Background: an optimization exercise with open tools, aiming at small area, a short achievable clock period and few clock cycles per item. Do not read the settings as production practice.
The RTL of this run was laid out without a check of its function.
Power figures rest on the tool's default switching activity, not on a simulated workload.

**design/flow/design.v**
```verilog
module isd_decode (
    input  wire         clk,
    input  wire         rst,
    input  wire         start,
    input  wire [5:0]   n_in,
    input  wire [4:0]   k_in,
    input  wire [5:0]   t_in,
    output wire         ready,
    input  wire         row_valid,
    input  wire [32:0]  row_in,       
    input  wire [7:0]   y_in,         
    output wire         row_ready,
    output reg          done,
    output reg  [2:0]   err,
    output reg  [32:0]  m_out
);
    localparam NMAX = 32;
    localparam KW   = 13;                      
    localparam PW   = KW + 5;                  
    localparam [2:0] E_NONE     = 3'd0;
    localparam [2:0] E_PRECOND  = 3'd2;
    localparam [2:0] E_RANGE    = 3'd3;
    localparam [2:0] E_SENTINEL = 3'd5;
    localparam [1:0] S_IDLE  = 2'd0;
    localparam [1:0] S_LOAD  = 2'd1;
    localparam [1:0] S_FLUSH = 2'd2;
    localparam [1:0] S_RANK  = 2'd3;
    reg [1:0] state;
    reg [5:0] n_r;
    reg [4:0] k_r;
    reg [5:0] t_r;
    reg [2:0] code_r;                          
    reg       bad_r;                           
    reg [4:0] cnt;                             
    reg          v_r;
    reg [32:0]   row_r;
    reg [7:0]    y_r;
    reg [KW-1:0] key [0:NMAX-1];
    reg [KW-1:0] bound;                        
    reg [NMAX-1:0] act;                        
    reg [5:0]      need;
    reg [PW-1:0]   psel;                       
    assign ready     = (state == S_IDLE);
    assign row_ready = (state == S_LOAD);
    wire [2:0] start_code = (t_in > n_in)                  ? E_PRECOND :
                            (n_in > NMAX || k_in > 5'd16)  ? E_RANGE   :
                                                             E_NONE;
    reg row_bad;
    integer b;
    always @(*) begin
        row_bad = 1'b0;
        for (b = 0; b <= NMAX; b = b + 1) begin
            if (b == n_r && !row_r[b])
                row_bad = 1'b1;
            if (b > n_r && row_r[b])
                row_bad = 1'b1;
        end
    end
    wire [8:0] a_one  = v_r ? {y_r, 1'b0} : 9'd0;
    wire [5:0] a_zero = v_r ? t_r : 6'd0;
    wire [8:0] a_max  = (a_one > {3'd0, a_zero}) ? a_one : {3'd0, a_zero};
    wire [KW-1:0] bound_nx = bound + {4'd0, a_max};
    reg [PW-1:0] psel0;
    integer q;
    always @(*) begin
        psel0 = {{(PW-5){1'b0}}, 5'b10000};
        for (q = 0; q < KW; q = q + 1)
            if (bound_nx[q])
                psel0 = {{(PW-1){1'b0}}, 1'b1} << (q + 5);
    end
    reg [NMAX-1:0] kbit;                       
    integer c, p;
    always @(*) begin
        for (c = 0; c < NMAX; c = c + 1) begin
            kbit[c] = 1'b0;
            for (p = 0; p < KW; p = p + 1)
                kbit[c] = kbit[c] | (psel[p + 5] & key[c][p]);
            for (p = 0; p < 5; p = p + 1)
                kbit[c] = kbit[c] | (psel[p] & ~c[p]);
        end
    end
    wire [NMAX-1:0] ones = act & kbit;
    reg  [5:0] ocnt;
    integer oi;
    always @(*) begin
        ocnt = 6'd0;
        for (oi = 0; oi < NMAX; oi = oi + 1)
            ocnt = ocnt + {5'd0, ones[oi]};
    end
    wire [6:0] diff   = {1'b0, need} - {1'b0, ocnt};
    wire       d_eq   = (diff == 7'd0);
    wire       d_more = diff[6];               
    reg [NMAX-1:0] below_n;
    reg [32:0]     at_n;
    integer mi;
    always @(*) begin
        for (mi = 0; mi < NMAX; mi = mi + 1)
            below_n[mi] = (mi < n_r);
        for (mi = 0; mi <= NMAX; mi = mi + 1)
            at_n[mi] = (mi == n_r);
    end
    integer j;
    always @(posedge clk) begin
        row_r <= row_in;
        y_r   <= y_in;
        v_r   <= !rst && row_valid && (state == S_LOAD);
        for (j = 0; j < NMAX; j = j + 1)
            key[j] <= (state == S_IDLE) ? {KW{1'b0}}
                    : key[j] + (row_r[j] ? {4'd0, a_one} : {7'd0, a_zero});
        bound <= (state == S_IDLE) ? {KW{1'b0}} : bound_nx;
        if (v_r && row_bad)
            bad_r <= 1'b1;
        if (rst) begin
            state <= S_IDLE;
            done  <= 1'b0;
            err   <= E_NONE;
        end else begin
            done <= 1'b0;
            case (state)
                S_IDLE: begin
                    if (start) begin
                        n_r    <= n_in;
                        k_r    <= k_in;
                        t_r    <= t_in;
                        code_r <= start_code;
                        bad_r  <= 1'b0;
                        cnt    <= 5'd0;
                        state  <= (k_in == 5'd0) ? S_FLUSH : S_LOAD;
                    end
                end
                S_LOAD: begin
                    if (row_valid) begin
                        cnt <= cnt + 5'd1;
                        if (cnt == k_r - 5'd1)
                            state <= S_FLUSH;
                    end
                end
                S_FLUSH: begin
                    act  <= below_n;
                    need <= t_r;
                    psel <= psel0;
                    if (code_r != E_NONE || bad_r || (v_r && row_bad)) begin
                        state <= S_IDLE;
                        done  <= 1'b1;
                        err   <= (code_r != E_NONE) ? code_r : E_SENTINEL;
                        m_out <= 33'd0;
                    end else if (t_r == 6'd0 || t_r == n_r) begin
                        state <= S_IDLE;
                        done  <= 1'b1;
                        err   <= E_NONE;
                        m_out <= at_n | ((t_r == 6'd0) ? 33'd0 : {1'b0, below_n});
                    end else begin
                        state <= S_RANK;
                        m_out <= at_n;
                    end
                end
                S_RANK: begin
                    psel <= psel >> 1;
                    if (!d_more)
                        m_out <= m_out | {1'b0, ones};
                    if (d_eq) begin
                        state <= S_IDLE;
                        done  <= 1'b1;
                        err   <= E_NONE;
                    end else if (d_more) begin
                        act <= ones;
                    end else begin
                        act  <= act & ~kbit;
                        need <= diff[5:0];
                    end
                end
            endcase
        end
    end
endmodule
```
**design/flow/run.sh**
```bash
#!/bin/bash
# synth_recipe.tcl (not shown) runs the flow's synth.tcl, then flattens the netlist and writes it again
# the make line also repeats each setting of config.mk as NAME=value (left out here)
make -C /OpenROAD-flow-scripts/flow DESIGN_CONFIG=/design/flow/config.mk WORK_HOME=/design/flow/orfs CLKGATE_MAP_FILE= SYNTH_SCRIPT=/design/flow/synth_recipe.tcl finish
```
**design/flow/config.mk**
```make
export PLATFORM = sky130hd
export DESIGN_NAME = isd_decode
export DESIGN_NICKNAME = isd_decode
export VERILOG_FILES = /design/flow/design.v
export SDC_FILE = /design/flow/constraint.sdc
export NUM_CORES = 4
export LEC_CHECK = 0
export CAP_MARGIN = 20
export CORE_MARGIN = 2
export CORE_UTILIZATION = 35
export SLEW_MARGIN = 20
```
**design/flow/constraint.sdc**
```tcl
create_clock -name core_clock -period 15.0 [get_ports {clk}]
set_input_delay 3.0000 -clock core_clock [delete_from_list [all_inputs] [get_ports {clk}]]
set_output_delay 3.0000 -clock core_clock [all_outputs]
set_load 0.01 [all_outputs]
```
==> run notes <==
-- sequential cells by signal, indices dropped and copies added (netlist names), 8 cells and up --
name   cells
m_out     33
act       32
psel      18
row_r     33
y_r        8
key      416
bound     13
-- metrics by stage --
step	area [um^2]	util, %
global route	42400	39.6
CTS	42400	39.6
finish	42400	39.6
detailed placement	40000	37.4
global placement	40000	37.4
floorplan	37700	-
-- per-layer routing --
layer | track usage (%) | vias up
met4 | 8.65 | 0
met2 | 37.1 | 1373
li1 | - | 15600
met5 | 0 | -
met1 | 30.6 | 16000
met3 | 3.44 | 275
-- cells in the mapped netlist, types with 5 or more instances --
| library cell | instances |
|---|---|
| buf_4 | 10 |
| nor2_1 | 558 |
| a21oi_1 | 223 |
| dfxtp_1 | 478 |
| o21bai_1 | 61 |
| a222oi_1 | 16 |
| xnor2_1 | 175 |
| a21o_1 | 166 |
| nand2b_1 | 12 |
| nor2b_1 | 56 |
| nand4_1 | 38 |
| o41a_1 | 31 |
| clkbuf_1 | 200 |
| a221oi_1 | 29 |
| a22oi_1 | 121 |
| fa_1 | 63 |
| a2bb2oi_1 | 5 |
| o211ai_1 | 8 |
| and3_1 | 104 |
| ha_1 | 339 |
| buf_1 | 12 |
| a31oi_1 | 53 |
| nor4_1 | 43 |
| or3_1 | 35 |
| a41oi_1 | 30 |
| nor3_1 | 44 |
| o21a_1 | 47 |
| a21boi_1 | 5 |
| o21ai_0 | 273 |
| and2_1 | 77 |
| inv_1 | 111 |
| edfxtp_1 | 113 |
| a211oi_1 | 6 |
| a2111oi_0 | 7 |
| buf_2 | 10 |
| xor2_1 | 175 |
| a22o_1 | 29 |
| nand3_1 | 85 |
| mux2i_1 | 9 |
| o31ai_1 | 20 |
| nand2_1 | 419 |
-- layout make-up --
type	instances	area, um^2
Antenna cell	3	7.51
Clock buffer	95	2050
Clock inverter	34	322
Fill cell	10800	64500
Inverter	112	428
Multi-Input combinational cell	3433	23400
Sequential cell	591	13000
Tap cell	1403	1760
Timing Repair Buffer	158	1440
-- how the worst max path moves through the flow --
| stage | start | endpoint | slack (ps) | depth (start not counted) |
|---|---|---|---|---|
| after floorplan | psel[8] | need[0] | 6320 | 22 |
| after global placement | psel[14] | act[11] | 5780 | 25 |
| after detailed placement | psel[14] | act[11] | 5690 | 25 |
| after CTS | psel[9] | act[17] | 5690 | 24 |
| after global routing | psel[14] | act[20] | 5530 | 25 |
| final | psel[9] | act[17] | 5850 | 24 |
-- power groups by stage --
| stage | sequential, uW | combinational (uW) | clock, uW |
|---|---|---|---|
| after floorplan | 1730 | 670 | 0 |
| after global placement | 1760 | 932 | 0 |
| after detailed placement | 1760 | 932 | 0 |
| after CTS | 1730 | 945 | 1810 |
| after global routing | 1730 | 1060 | 1870 |
| final | 1730 | 945 | 1780 |
-- cell families (layout without fill, tap and decap cells) --
family / Yosys count / in the layout / synth area share, %
AOI/OAI and AO/OA: 1171 / 1171 / 20.7
xor gates and xnor gates: 350 / 350 / 8.14
adders and majority gates: 402 / 402 / 14.6
buffers and inverters: 346 / 399 / 3.62
DFF: 591 / 591 / 34.4
muxes: 10 / 10 / 0.269
other: 0 / 3 / 0
and+or+nand+nor: 1500 / 1500 / 18.2
-- tightest hold or removal path, stage by stage, from the launching register on --
cell	delay (ps)
dfxtp_1	310
o21ai_0	70
a21oi_1	60
==> qor.yml <==
floorplan:
  row_count: 120
  die_w_um: 332
  dieArea_um2: 110000
  fp.dieH_um: 332
  start_util_pct: 35.2
  ioPinCount: 101
  core_area_um2: 107000
worst_setup_path:
  cp_common_cell: "fa_1"
  crit_type: "reg -> reg"
  r2r_end: "act[17]"
  rr_startpoint: "psel[9]"
  cp-end-kind: "flip-flop"
  cpMaxStageDelayCell: "edfxtp_1"
  worstPathArrival_ps: 9400
  worst_path_largest_cell_delay_ps: 860
  path_cells: "buf_4 > a221oi_1 > nand3_1 > a2111oi_1 > nor2b_1 > fa_1 > inv_1 > ha_1 > ha_1 > inv_1 > fa_1 > fa_1 > inv_1 > fa_1 > fa_1 > fa_1 > ha_1 > a21o_1 > a21oi_1 > xnor2_2 > buf_4 > nor3_1 > buf_4 > nor2_4"
  reg2reg_slack_ps: 5850
  path_buf_inv: 6
  critPathRequiredTime_ps: 15250
  worst_setup_path_start_kind: "flip-flop"
  cp_top_family: "adder cells"
  worstRegToRegCells: 24
  critPathMaxFanout: 34
clocking:
  htreeDepth: 3
  clockRootBuffer: "clkbuf_16"
  clock_path_buffers: 3
  clk_pin_slew_worst_paths_ps: 60
  clk-insertion-delay-late_ps: 640
  clock_sinks: 591
  cts-buffers-inserted: 70
  cts_resized: 0
  hold_buffers: 0
  cts_tree: "built"
  cts_setup_buffers: 0
cells_and_area:
  final_layout_size_suffix_gt1_share_pct: 4.57
  final_cells: 5829
  area_delta_synth_final_pct: 12.5
  fin_nets: 4830
  final_cell_mix: "nor2_1 (557), dfxtp_1 (474), nand2_1 (412), ha_1 (339), o21ai_0 (273)"
  mostFrequentLayoutCell: "nor2_1"
yosys:
  postSynthCellCount: 4370
  syn_area_um2: 37700
  async_reset_ff_share_pct: 0
  synthFlopType: "dfxtp_1"
  yosysTopAreaCell: "dfxtp_1"
  synth_warnings: 2
  netlist-cell-type-count: 85
  ys_seq_area_share_pct: 34.4
  synth.top_cells.by_area: "dfxtp_1 (25%), ha_1 (11%), edfxtp_1 (9.0%), nor2_1 (5.6%), nand2_1 (4.2%)"
  postSynthAreaPerCell_um2: 8.62
  synth-edff-count: 113
  ys_seq_elements: 591
  yosysTopAreaCellShare_pct: 25.4
  synth_fp_nets: 4834
global_routing:
  grt_pass1_vias: 31400
  grt_util_all_layers_pct: 22.8
  grt_remaining_overflow: 0
  grt_antenna_before_repair: 4
  grt_pass1_wl_um: 195000
  grt_max_degree: 103
power_and_ir_drop:
  clock_power_share_pct: 40.0
  cell_internal_pwr_uw: 3050
  seq_power_share_pct: 38.8
  power_uw: 4460
  swShare_pct: 31.5
  switchingPower_uw: 1410
  power.share.combinational_pct: 21.2
  power_leakage_uw: 0.0183
  max-vdd-ir-drop_v: 0.000194
  p_per_area_nw_per_um2: 105
timing:
  fin_skew_ps: 29.0
  finalWorstSetupSlack_ps: 5850
  finalMaxSlewViolations: 0
  fin_crit_ps: 9150
  fin_setup_tns_ps: 0
  holdWs_ps: 482
  relSlewSlack_pct: 20.2
  setup_viol: 0
  worst_pin_slew_ps: 1200
  rsz0062_at_grt: "false"
  hold_viol: 0
  fin_crit_sh_pct: 61.0
  fmax_mhz: 109
worst_hold_path:
  worstHoldStart: "key[26][12]"
  min_path_cells: 2
  hold_class: "reg -> reg"
  hold_end: "key[26][12]"
detailed_routing:
  wl_per_cell_um: 22.2
  vias: 33200
  antenna_left: 0
  drc: 0
  wl_met1_um: 55100
  wl_um: 129000
  first_iter_violations: 3162
  drt_first_pass_iters: 10
  wl_met2_um: 58900
  wl_met3_um: 10400
  highest_layer: "met4"
  post_drt_via_cell_ratio: 5.70
placement:
  io_buffers: 100
  place_congestion: 0.940
  dpl.hpwl_um: 82700
  pre_cts_slack_ps: 5690
  dp_cells: 5697
flow_run:
  drv_cap: 0
status:
  status: "timing/DRC/antenna clean"

-- static timing again, ports no longer ideal --
The flow's constraints put no driver on any port. The routed layout listed below was extracted and timed again, unchanged, in two steps.
Step 1: set_driving_cell puts a clkbuf_16 on clk and a buf_2 on each other input, an assumption about the parent block.
Step 2 adds t to the input delays and takes it off the output delays; t is the mean of the earliest and latest rising clock arrival at the registers after step 1. Input paths then give back, and output paths get back, about the clock's delay inside the block.
Slacks: no drivers / after step 1 / after step 2; pairs: no drivers / after step 1.
shift t [ns]: 0.692
setup WS [ns]: 5.853 / 5.853 / 5.853
worst setup path at the end: register to register
worst register clock-pin slew, ns: 0.06 / 0.06
pins driven straight from the clock port: 1
After both steps this run still meets setup and hold. For this run, drivers alone change the setup slack by 0.000 ns; drivers and shift together by 0.000 ns.
